What follows belongs to an exercise in optimizing a design on an open flow for small area, a short achievable clock period and few clock cycles; a production flow would make more cautious choices.
Function not checked in this run: the RTL went through the layout flow alone.
Power is estimated from default activity; no workload was simulated.

--- flow/config.mk ---
export PLATFORM = sky130hd
export DESIGN_NAME = frm_pack
export DESIGN_NICKNAME = frm_pack
export VERILOG_FILES = /design/flow/design.v
export SDC_FILE = /design/flow/constraint.sdc
export NUM_CORES = 4
export LEC_CHECK = 0
export CAP_MARGIN = 20
export CORE_MARGIN = 2
export CORE_UTILIZATION = 40
export PLACE_DENSITY = 0.6
export SLEW_MARGIN = 20
--- flow/constraint.sdc ---
create_clock -name core_clock -period 10.0 [get_ports {clk}]
set_input_delay 2.0000 -clock core_clock [delete_from_list [all_inputs] [get_ports {clk}]]
set_output_delay 2.0000 -clock core_clock [all_outputs]
set_load 0.01 [all_outputs]
--- flow/design.v ---
module crc16_step (
    input  wire [15:0] crc_in,
    input  wire [7:0]  data,
    output wire [15:0] crc_out
);
    wire [7:0] idx = crc_in[15:8] ^ data;
    reg  [15:0] crc_table;
    always @(*) begin
        case (idx)
        8'h00: crc_table = 16'h0000;
        8'h01: crc_table = 16'h8005;
        8'h02: crc_table = 16'h800F;
        8'h03: crc_table = 16'h000A;
        8'h04: crc_table = 16'h801B;
        8'h05: crc_table = 16'h001E;
        8'h06: crc_table = 16'h0014;
        8'h07: crc_table = 16'h8011;
        8'h08: crc_table = 16'h8033;
        8'h09: crc_table = 16'h0036;
        8'h0A: crc_table = 16'h003C;
        8'h0B: crc_table = 16'h8039;
        8'h0C: crc_table = 16'h0028;
        8'h0D: crc_table = 16'h802D;
        8'h0E: crc_table = 16'h8027;
        8'h0F: crc_table = 16'h0022;
        8'h10: crc_table = 16'h8063;
        8'h11: crc_table = 16'h0066;
        8'h12: crc_table = 16'h006C;
        8'h13: crc_table = 16'h8069;
        8'h14: crc_table = 16'h0078;
        8'h15: crc_table = 16'h807D;
        8'h16: crc_table = 16'h8077;
        8'h17: crc_table = 16'h0072;
        8'h18: crc_table = 16'h0050;
        8'h19: crc_table = 16'h8055;
        8'h1A: crc_table = 16'h805F;
        8'h1B: crc_table = 16'h005A;
        8'h1C: crc_table = 16'h804B;
        8'h1D: crc_table = 16'h004E;
        8'h1E: crc_table = 16'h0044;
        8'h1F: crc_table = 16'h8041;
        8'h20: crc_table = 16'h80C3;
        8'h21: crc_table = 16'h00C6;
        8'h22: crc_table = 16'h00CC;
        8'h23: crc_table = 16'h80C9;
        8'h24: crc_table = 16'h00D8;
        8'h25: crc_table = 16'h80DD;
        8'h26: crc_table = 16'h80D7;
        8'h27: crc_table = 16'h00D2;
        8'h28: crc_table = 16'h00F0;
        8'h29: crc_table = 16'h80F5;
        8'h2A: crc_table = 16'h80FF;
        8'h2B: crc_table = 16'h00FA;
        8'h2C: crc_table = 16'h80EB;
        8'h2D: crc_table = 16'h00EE;
        8'h2E: crc_table = 16'h00E4;
        8'h2F: crc_table = 16'h80E1;
        8'h30: crc_table = 16'h00A0;
        8'h31: crc_table = 16'h80A5;
        8'h32: crc_table = 16'h80AF;
        8'h33: crc_table = 16'h00AA;
        8'h34: crc_table = 16'h80BB;
        8'h35: crc_table = 16'h00BE;
        8'h36: crc_table = 16'h00B4;
        8'h37: crc_table = 16'h80B1;
        8'h38: crc_table = 16'h8093;
        8'h39: crc_table = 16'h0096;
        8'h3A: crc_table = 16'h009C;
        8'h3B: crc_table = 16'h8099;
        8'h3C: crc_table = 16'h0088;
        8'h3D: crc_table = 16'h808D;
        8'h3E: crc_table = 16'h8087;
        8'h3F: crc_table = 16'h0082;
        8'h40: crc_table = 16'h8183;
        8'h41: crc_table = 16'h0186;
        8'h42: crc_table = 16'h018C;
        8'h43: crc_table = 16'h8189;
        8'h44: crc_table = 16'h0198;
        8'h45: crc_table = 16'h819D;
        8'h46: crc_table = 16'h8197;
        8'h47: crc_table = 16'h0192;
        8'h48: crc_table = 16'h01B0;
        8'h49: crc_table = 16'h81B5;
        8'h4A: crc_table = 16'h81BF;
        8'h4B: crc_table = 16'h01BA;
        8'h4C: crc_table = 16'h81AB;
        8'h4D: crc_table = 16'h01AE;
        8'h4E: crc_table = 16'h01A4;
        8'h4F: crc_table = 16'h81A1;
        8'h50: crc_table = 16'h01E0;
        8'h51: crc_table = 16'h81E5;
        8'h52: crc_table = 16'h81EF;
        8'h53: crc_table = 16'h01EA;
        8'h54: crc_table = 16'h81FB;
        8'h55: crc_table = 16'h01FE;
        8'h56: crc_table = 16'h01F4;
        8'h57: crc_table = 16'h81F1;
        8'h58: crc_table = 16'h81D3;
        8'h59: crc_table = 16'h01D6;
        8'h5A: crc_table = 16'h01DC;
        8'h5B: crc_table = 16'h81D9;
        8'h5C: crc_table = 16'h01C8;
        8'h5D: crc_table = 16'h81CD;
        8'h5E: crc_table = 16'h81C7;
        8'h5F: crc_table = 16'h01C2;
        8'h60: crc_table = 16'h0140;
        8'h61: crc_table = 16'h8145;
        8'h62: crc_table = 16'h814F;
        8'h63: crc_table = 16'h014A;
        8'h64: crc_table = 16'h815B;
        8'h65: crc_table = 16'h015E;
        8'h66: crc_table = 16'h0154;
        8'h67: crc_table = 16'h8151;
        8'h68: crc_table = 16'h8173;
        8'h69: crc_table = 16'h0176;
        8'h6A: crc_table = 16'h017C;
        8'h6B: crc_table = 16'h8179;
        8'h6C: crc_table = 16'h0168;
        8'h6D: crc_table = 16'h816D;
        8'h6E: crc_table = 16'h8167;
        8'h6F: crc_table = 16'h0162;
        8'h70: crc_table = 16'h8123;
        8'h71: crc_table = 16'h0126;
        8'h72: crc_table = 16'h012C;
        8'h73: crc_table = 16'h8129;
        8'h74: crc_table = 16'h0138;
        8'h75: crc_table = 16'h813D;
        8'h76: crc_table = 16'h8137;
        8'h77: crc_table = 16'h0132;
        8'h78: crc_table = 16'h0110;
        8'h79: crc_table = 16'h8115;
        8'h7A: crc_table = 16'h811F;
        8'h7B: crc_table = 16'h011A;
        8'h7C: crc_table = 16'h810B;
        8'h7D: crc_table = 16'h010E;
        8'h7E: crc_table = 16'h0104;
        8'h7F: crc_table = 16'h8101;
        8'h80: crc_table = 16'h8303;
        8'h81: crc_table = 16'h0306;
        8'h82: crc_table = 16'h030C;
        8'h83: crc_table = 16'h8309;
        8'h84: crc_table = 16'h0318;
        8'h85: crc_table = 16'h831D;
        8'h86: crc_table = 16'h8317;
        8'h87: crc_table = 16'h0312;
        8'h88: crc_table = 16'h0330;
        8'h89: crc_table = 16'h8335;
        8'h8A: crc_table = 16'h833F;
        8'h8B: crc_table = 16'h033A;
        8'h8C: crc_table = 16'h832B;
        8'h8D: crc_table = 16'h032E;
        8'h8E: crc_table = 16'h0324;
        8'h8F: crc_table = 16'h8321;
        8'h90: crc_table = 16'h0360;
        8'h91: crc_table = 16'h8365;
        8'h92: crc_table = 16'h836F;
        8'h93: crc_table = 16'h036A;
        8'h94: crc_table = 16'h837B;
        8'h95: crc_table = 16'h037E;
        8'h96: crc_table = 16'h0374;
        8'h97: crc_table = 16'h8371;
        8'h98: crc_table = 16'h8353;
        8'h99: crc_table = 16'h0356;
        8'h9A: crc_table = 16'h035C;
        8'h9B: crc_table = 16'h8359;
        8'h9C: crc_table = 16'h0348;
        8'h9D: crc_table = 16'h834D;
        8'h9E: crc_table = 16'h8347;
        8'h9F: crc_table = 16'h0342;
        8'hA0: crc_table = 16'h03C0;
        8'hA1: crc_table = 16'h83C5;
        8'hA2: crc_table = 16'h83CF;
        8'hA3: crc_table = 16'h03CA;
        8'hA4: crc_table = 16'h83DB;
        8'hA5: crc_table = 16'h03DE;
        8'hA6: crc_table = 16'h03D4;
        8'hA7: crc_table = 16'h83D1;
        8'hA8: crc_table = 16'h83F3;
        8'hA9: crc_table = 16'h03F6;
        8'hAA: crc_table = 16'h03FC;
        8'hAB: crc_table = 16'h83F9;
        8'hAC: crc_table = 16'h03E8;
        8'hAD: crc_table = 16'h83ED;
        8'hAE: crc_table = 16'h83E7;
        8'hAF: crc_table = 16'h03E2;
        8'hB0: crc_table = 16'h83A3;
        8'hB1: crc_table = 16'h03A6;
        8'hB2: crc_table = 16'h03AC;
        8'hB3: crc_table = 16'h83A9;
        8'hB4: crc_table = 16'h03B8;
        8'hB5: crc_table = 16'h83BD;
        8'hB6: crc_table = 16'h83B7;
        8'hB7: crc_table = 16'h03B2;
        8'hB8: crc_table = 16'h0390;
        8'hB9: crc_table = 16'h8395;
        8'hBA: crc_table = 16'h839F;
        8'hBB: crc_table = 16'h039A;
        8'hBC: crc_table = 16'h838B;
        8'hBD: crc_table = 16'h038E;
        8'hBE: crc_table = 16'h0384;
        8'hBF: crc_table = 16'h8381;
        8'hC0: crc_table = 16'h0280;
        8'hC1: crc_table = 16'h8285;
        8'hC2: crc_table = 16'h828F;
        8'hC3: crc_table = 16'h028A;
        8'hC4: crc_table = 16'h829B;
        8'hC5: crc_table = 16'h029E;
        8'hC6: crc_table = 16'h0294;
        8'hC7: crc_table = 16'h8291;
        8'hC8: crc_table = 16'h82B3;
        8'hC9: crc_table = 16'h02B6;
        8'hCA: crc_table = 16'h02BC;
        8'hCB: crc_table = 16'h82B9;
        8'hCC: crc_table = 16'h02A8;
        8'hCD: crc_table = 16'h82AD;
        8'hCE: crc_table = 16'h82A7;
        8'hCF: crc_table = 16'h02A2;
        8'hD0: crc_table = 16'h82E3;
        8'hD1: crc_table = 16'h02E6;
        8'hD2: crc_table = 16'h02EC;
        8'hD3: crc_table = 16'h82E9;
        8'hD4: crc_table = 16'h02F8;
        8'hD5: crc_table = 16'h82FD;
        8'hD6: crc_table = 16'h82F7;
        8'hD7: crc_table = 16'h02F2;
        8'hD8: crc_table = 16'h02D0;
        8'hD9: crc_table = 16'h82D5;
        8'hDA: crc_table = 16'h82DF;
        8'hDB: crc_table = 16'h02DA;
        8'hDC: crc_table = 16'h82CB;
        8'hDD: crc_table = 16'h02CE;
        8'hDE: crc_table = 16'h02C4;
        8'hDF: crc_table = 16'h82C1;
        8'hE0: crc_table = 16'h8243;
        8'hE1: crc_table = 16'h0246;
        8'hE2: crc_table = 16'h024C;
        8'hE3: crc_table = 16'h8249;
        8'hE4: crc_table = 16'h0258;
        8'hE5: crc_table = 16'h825D;
        8'hE6: crc_table = 16'h8257;
        8'hE7: crc_table = 16'h0252;
        8'hE8: crc_table = 16'h0270;
        8'hE9: crc_table = 16'h8275;
        8'hEA: crc_table = 16'h827F;
        8'hEB: crc_table = 16'h027A;
        8'hEC: crc_table = 16'h826B;
        8'hED: crc_table = 16'h026E;
        8'hEE: crc_table = 16'h0264;
        8'hEF: crc_table = 16'h8261;
        8'hF0: crc_table = 16'h0220;
        8'hF1: crc_table = 16'h8225;
        8'hF2: crc_table = 16'h822F;
        8'hF3: crc_table = 16'h022A;
        8'hF4: crc_table = 16'h823B;
        8'hF5: crc_table = 16'h023E;
        8'hF6: crc_table = 16'h0234;
        8'hF7: crc_table = 16'h8231;
        8'hF8: crc_table = 16'h8213;
        8'hF9: crc_table = 16'h0216;
        8'hFA: crc_table = 16'h021C;
        8'hFB: crc_table = 16'h8219;
        8'hFC: crc_table = 16'h0208;
        8'hFD: crc_table = 16'h820D;
        8'hFE: crc_table = 16'h8207;
        8'hFF: crc_table = 16'h0202;
        default: crc_table = 16'h0000;
        endcase
    end
    assign crc_out = {crc_in[7:0], 8'h00} ^ crc_table;
endmodule
module frm_pack (
    input  wire        clk,
    input  wire        rst,
    input  wire        start,
    input  wire [7:0]  ft,
    input  wire [7:0]  sub,
    input  wire [15:0] cmd,          
    input  wire [7:0]  dlen,
    input  wire [11:0] plen,         
    output wire        idle,
    input  wire        pi_valid,
    output wire        pi_ready,
    input  wire [3:0]  pi_count,
    input  wire [63:0] pi_data,      
    output wire        fo_valid,
    input  wire        fo_ready,
    output wire [28:0] fo_id,
    output wire [3:0]  fo_len,
    output wire [63:0] fo_data,      
    output reg         done,
    output reg  [7:0]  status,
    output reg  [7:0]  subcode
);
    localparam [7:0]  HOST_ID  = 8'h08;
    localparam [31:0] PREAMBLE = 32'hA55AA55A;
    localparam [11:0] MAX_PLEN = 12'd2034;    
    localparam [7:0] ST_OK      = 8'h00;
    localparam [7:0] ST_REFUSED = 8'hFF;
    localparam [7:0] RF_TOO_MANY_FRAGMENTS = 8'h03;
    localparam [1:0] S_IDLE = 2'd0;
    localparam [1:0] S_RUN  = 2'd1;
    localparam [1:0] S_LAST = 2'd2;
    localparam [12:0] P_FT   = 13'd4;
    localparam [12:0] P_SUB  = 13'd5;
    localparam [12:0] P_DLEN = 13'd8;
    reg [1:0]  state;
    reg [7:0]  op_ft;
    reg [7:0]  op_sub;
    reg [15:0] op_cmd;
    reg [7:0]  op_dlen;
    reg [11:0] op_plen;
    reg        op_multi;
    reg [12:0] pos;
    reg [15:0] crc;
    reg [7:0]  fcnt;         
    reg [63:0] fbuf;         
    reg [3:0]  fill;         
    reg [63:0] pshr;         
    reg [3:0]  pcnt;
    wire [12:0] p_end   = 13'd9 + {1'b0, op_plen};    
    wire        in_par  = (pos >= 13'd9) && (pos < p_end);
    wire        full    = (fill == 4'd8);
    assign idle     = (state == S_IDLE);
    assign pi_ready = (state == S_RUN) && !full && in_par && (pcnt == 4'd0);
    assign fo_valid = ((state == S_RUN) && full) || (state == S_LAST);
    assign fo_id    = {HOST_ID, op_sub, op_multi, fcnt, 4'hF};
    assign fo_len   = fill;
    assign fo_data  = fbuf;
    reg  [7:0] cur_byte;
    reg        cur_avail;
    reg        cur_crc;
    reg        cur_wire;
    always @(*) begin
        cur_avail = 1'b1;
        cur_crc   = 1'b1;
        cur_wire  = 1'b1;
        if (pos < P_FT) begin
            cur_byte = PREAMBLE[31 - 8 * pos[1:0] -: 8];
            cur_wire = 1'b0;
        end else if (pos == P_FT) begin
            cur_byte = op_ft;
        end else if (pos == P_SUB) begin
            cur_byte = op_sub;
            cur_wire = 1'b0;
        end else if (pos == 13'd6) begin
            cur_byte = op_cmd[15:8];
        end else if (pos == 13'd7) begin
            cur_byte = op_cmd[7:0];
        end else if (pos == P_DLEN) begin
            cur_byte = op_dlen;
        end else if (in_par) begin
            cur_byte  = pshr[63:56];
            cur_avail = (pcnt != 4'd0);
        end else if (pos == p_end) begin
            cur_byte = crc[15:8];
            cur_crc  = 1'b0;
        end else begin
            cur_byte = crc[7:0];
            cur_crc  = 1'b0;
        end
    end
    wire [15:0] crc_next;
    crc16_step u_crc (
        .crc_in  (crc),
        .data    (cur_byte),
        .crc_out (crc_next)
    );
    wire [12:0] wire_len = {1'b0, plen} + 13'd6;
    wire [9:0]  nfrag    = wire_len[12:3] + {9'd0, wire_len[2:0] != 3'd0};
    always @(posedge clk) begin
        if (rst) begin
            state <= S_IDLE;
            done  <= 1'b0;
        end else begin
            done <= 1'b0;
            case (state)
            S_IDLE: begin
                if (start) begin
                    if (plen > MAX_PLEN) begin
                        done    <= 1'b1;
                        status  <= ST_REFUSED;
                        subcode <= RF_TOO_MANY_FRAGMENTS;
                    end else begin
                        op_ft    <= ft;
                        op_sub   <= sub;
                        op_cmd   <= cmd;
                        op_dlen  <= dlen;
                        op_plen  <= plen;
                        op_multi <= (nfrag > 10'd1);
                        fcnt     <= nfrag[7:0] - 8'd1;
                        pos      <= 13'd0;
                        crc      <= 16'h0000;
                        fill     <= 4'd0;
                        pcnt     <= 4'd0;
                        state    <= S_RUN;
                    end
                end
            end
            S_RUN: begin
                if (full) begin
                    if (fo_ready) begin
                        fill <= 4'd0;
                        fcnt <= fcnt - 8'd1;
                    end
                end else begin
                    if (pi_valid && pi_ready) begin
                        pshr <= pi_data;
                        pcnt <= pi_count;
                    end
                    if (cur_avail) begin
                        if (cur_crc)
                            crc <= crc_next;
                        if (cur_wire) begin
                            fbuf[63 - 8 * fill[2:0] -: 8] <= cur_byte;
                            fill <= fill + 4'd1;
                        end
                        if (in_par) begin
                            pshr <= {pshr[55:0], 8'h00};
                            pcnt <= pcnt - 4'd1;
                        end
                        pos <= pos + 13'd1;
                        if (pos == p_end + 13'd1)
                            state <= S_LAST;
                    end
                end
            end
            S_LAST: begin
                if (fo_ready) begin
                    done    <= 1'b1;
                    status  <= ST_OK;
                    subcode <= 8'h00;
                    state   <= S_IDLE;
                end
            end
            default: state <= S_IDLE;
            endcase
        end
    end
endmodule
--- flow/run.sh ---
#!/bin/bash
# synth_recipe.tcl (not shown) runs the flow's synth.tcl, then flattens the netlist and writes it again
# the make line also repeats each setting of config.mk as NAME=value (left out here)
make -C /OpenROAD-flow-scripts/flow DESIGN_CONFIG=/design/flow/config.mk WORK_HOME=/design/flow/orfs CLKGATE_MAP_FILE= SYNTH_SCRIPT=/design/flow/synth_recipe.tcl finish
==> run notes <==
-- cell usage in the layout, fill, tap and decap left out, drive strengths merged, types with 4 or more instances in the layout --
cell type	instances
clkbuf	36
o211ai	7
nand2	193
conb	18
or3	10
inv	27
nor2	64
buf	11
a21oi	46
edfxtp	227
a31oi	5
a32o	8
o21ai	144
nor4	10
and2	11
nor4b	5
nor3	20
a211oi	7
xnor2	44
nand4	9
nand3	24
xor2	30
o22ai	7
a22oi	4
mux2i	70
clkdlybuf4s50	223
and3	12
ha	32
nand3b	5
nor2b	8
nand2b	7
a21o	4
nor3b	4
clkinv	8
-- logic make-up (layout without fill, tap and decap cells) --
logic type                 Yosys count  after routing  synth area share [%]
buffers and inverters              108            310                 4.381
AOI/OAI and AO/OA                  262            262                 12.45
muxes                               73             73                 5.779
DFF                                230            230                 54.11
adders and majority gates           32             32                 3.151
xor gates and xnor gates            76             76                 5.592
other                                2             18               0.05909
and+or+nand+nor                    392            392                 14.47
-- path summary, 6_finish.rpt --
| kind | depth (start not counted) | slack, ns | start | end |
|---|---|---|---|---|
| worst min register to register | 1 | 0.55 | crc[3]$_SDFFCE_PN0P_ | crc[11]$_SDFFCE_PN0P_ |
| worst max-delay path | 10 | 3.19 | op_plen[0]$_DFFE_PP_ | pi_ready |
| worst min-delay path | 1 | 0.55 | crc[3]$_SDFFCE_PN0P_ | crc[11]$_SDFFCE_PN0P_ |
| worst max register to register | 16 | 4.19 | op_plen[0]$_DFFE_PP_ | crc[15]$_SDFFCE_PN0P_ |
-- power groups by stage --
stage                     clock network, µW  logic (µW)  registers (µW)
after floorplan                           0         196            1150
after global placement                    0         320            1150
after detailed placement                  0         324            1150
after CTS                               986         325            1130
after global routing                   1020         358            1140
final                                   965         323            1130
-- per-stage QoR --
stage          util (%)  power (µW)
2_1_floorplan         -        1346
3_3_place_gp      48.29        1472
3_5_place_dp      48.29        1477
4_1_cts           51.03        2444
5_1_grt           51.04        2517
6_report          51.04        2422
-- final cells by class --
type / instances / area, µm²
clock inverters: 14 / 131.4
fillers: 2881 / 15370
inverters: 26 / 97.59
multi-input cells: 853 / 5366
flip-flops and latches: 230 / 6877
repair buffers: 234 / 2318
well taps: 402 / 503.0
clock buffers: 36 / 729.5
-- metal layers --
layer	part of all wire, %	GRT usage (%)
met4	1.7	4.548
met2	44	30.50
met1	47	28.12
met3	7.3	4.450
met5	0.036	0
-- sequential cells by signal, summed over array words and instances (netlist names) --
signal,count
fcnt,8
fill,4
state,2
done,1
status,1
op_ft,8
pos,13
op_cmd,16
pshr,64
crc,16
op_sub,8
op_multi,1
fbuf,64
op_dlen,8
op_plen,12
pcnt,4
==> impl_metrics.toml <==
[outcome]
run_status = "finished clean"

[cts]
clkLatencyLatePin_ns = 0.54
clkSlewWorstSetupHoldPaths_ns = 0.06
post_cts_setup_repair_buffer_count = 0
postCtsHoldBufs = 0
cells_resized_by_post_cts_repair = 0
clk_root_buffer_cell = "sky130_fd_sc_hd__clkbuf_16"
clock_tree_from_tritoncts = "built"
tritoncts.num_buffers = 27
cts_htree_levels = 1
clock-sinks = 230
max-clock-path-buffers = 3

[floorplan]
die_area_mm2 = 0.03321
start_util_pct = 40.48
chipWidth_um = 182.2
row_count = 65
coreArea_mm2 = 0.03139
chipHeight_um = 182.2
boundaryPins = 242

[logic_synthesis]
asyncSetResetFlopFracSynth_pct = 0
netlist_top_cells_count = "227 x sky130_fd_sc_hd__edfxtp_1, 193 x sky130_fd_sc_hd__nand2_1, 142 x sky130_fd_sc_hd__o21ai_0"
yosys_warnings = 2
yosysMostFrequentCell = "sky130_fd_sc_hd__edfxtp_1"
synth_area_leaders = "sky130_fd_sc_hd__edfxtp_1 54%, sky130_fd_sc_hd__nand2_1 5.7%, sky130_fd_sc_hd__o21ai_0 5.6%"
post_synth_inst_count = 1175
yosys.cell_types.count = 80
synth.cell_area_mm2 = 0.01271
synth_largest_type_area_fraction_pct = 53.64
synth_enable_flop_cells = 227
yosysTopAreaCell = "sky130_fd_sc_hd__edfxtp_1"
ys.flop_type = "sky130_fd_sc_hd__edfxtp_1"
synth_seq_area_share_pct = 54.11
postSynthAreaPerCell_um2 = 10.82
postSynthRegisterBits = 230

[final_layout]
final_layout_size_suffix_gt1_share_pct = 5.815
final_net_count = 1529
antenna_cells = 0
area_growth_pct = 26.08
post_route_cell_area_mm2 = 0.01602
final-instance-count-excl-fill = 1795

[timing]
finalSetupViolations = 0
fin_ws_ns = 3.189
finalHoldViolCount = 0
max_slew_margin_pct = 26.93
totalNegativeSetupSlack_ns = 0
clock_skew_ns = 0.009950
max_slew.worst_pin.slew_ns = 1.096
setup_repair_after_global_routing_missed_its_margin = "no"
max_freq_mhz = 146.8
timing.final.crit_period_ns = 6.811
final.hold.worst_slack_ns = 0.5536
final-max-slew-violation-count = 0
fin_crit_sh_pct = 68.11

[placed_design]
postPlaceCellArea_mm2 = 0.01516
dp_slack_ns = 3.787
weighted_congestion_at_the_end_of_routability_driven_global_placement = 0.8362
io_buffers = 223
numPlacedInstances = 1745
dp.final_hpwl_mm = 23.69

[critical_path]
cp.arrival_ns = 4.81
crit_type = "flop to output port"
critPathRequiredTime_ns = 8.00
setup.worst_path.start_class = "flop"
cp_cell_sequence = "ha_1 -> a21oi_1 -> xor2_1 -> ha_1 -> nand3_1 -> o21bai_1 -> a311oi_2 -> or3_1 -> nor3_1 -> clkdlybuf4s50_1"
critPathCaptureType = "output port"
crit_path_top_delay_cell = "sky130_fd_sc_hd__clkdlybuf4s50_1"
timing.critical_path.mode_cell = "sky130_fd_sc_hd__ha_1"
worst_path_bufs_invs = 1
timing.critical_path.fanout_max = 10
critical_path.top_delay_family = "simple AND/OR/NAND/NOR gates"
crit_path_max_incr_delay_ns = 0.65

[pwr]
power_per_cell_area_mw_per_mm2 = 151.1
power.leakage_uw = 0.005559
power.internal_uw = 1823
clock_power_share_pct = 39.9
seqPwrFrac_pct = 46.8
combPwrFrac_pct = 13.3
power.switching_uw = 598.9
worst_ir_drop_vdd_v = 0.0001274
power.share.switching_pct = 24.73

[grt]
largest_net_degree_at_the_start_of_global_routing = 125
globalRoute.totalOverflow = 0
antenna_found_initial = 1
grt_util_all_layers_pct = 19.67
grt_pass1_wl_mm = 51.94
first_global_vias = 9266

[routing]
wl_mm = 33.17
post_drt_via_cell_ratio = 5.321
route.vias.total = 9551
detail-route-antenna-nets = 0
drtPass1Iterations = 5
post-route-drc-count = 0
wire_per_inst_um = 18.48
drtIter0Drc = 718

[worst_hold_path]
hold_class = "flop to flop"

[run]
max-cap-violations = 0

[afterwards: timing with drivers on the ports]
In the flow no input, the clock included, has a driving cell. The finished layout below was timed again as built, in two steps. Step 1 assumes that a clkbuf_16 drives the clock port and a buf_2 every other input. Step 2 also shifts input and output timing later by t, the mid clock arrival at the registers, as if the neighbouring blocks saw the same clock. Three values: no drivers, after step 1, after step 2; two values: the first two.
t (ns): 0.587
slack for setup (ns): 3.189 / 3.139 / 3.726
hold slack, ns: 0.554 / 0.554 / 0.554
worst data-port slew with drivers (ns): 0.06
After both steps setup and hold are still met in this run. The setup slack of this run moves by -0.050 ns with the drivers and by +0.537 ns with both steps.
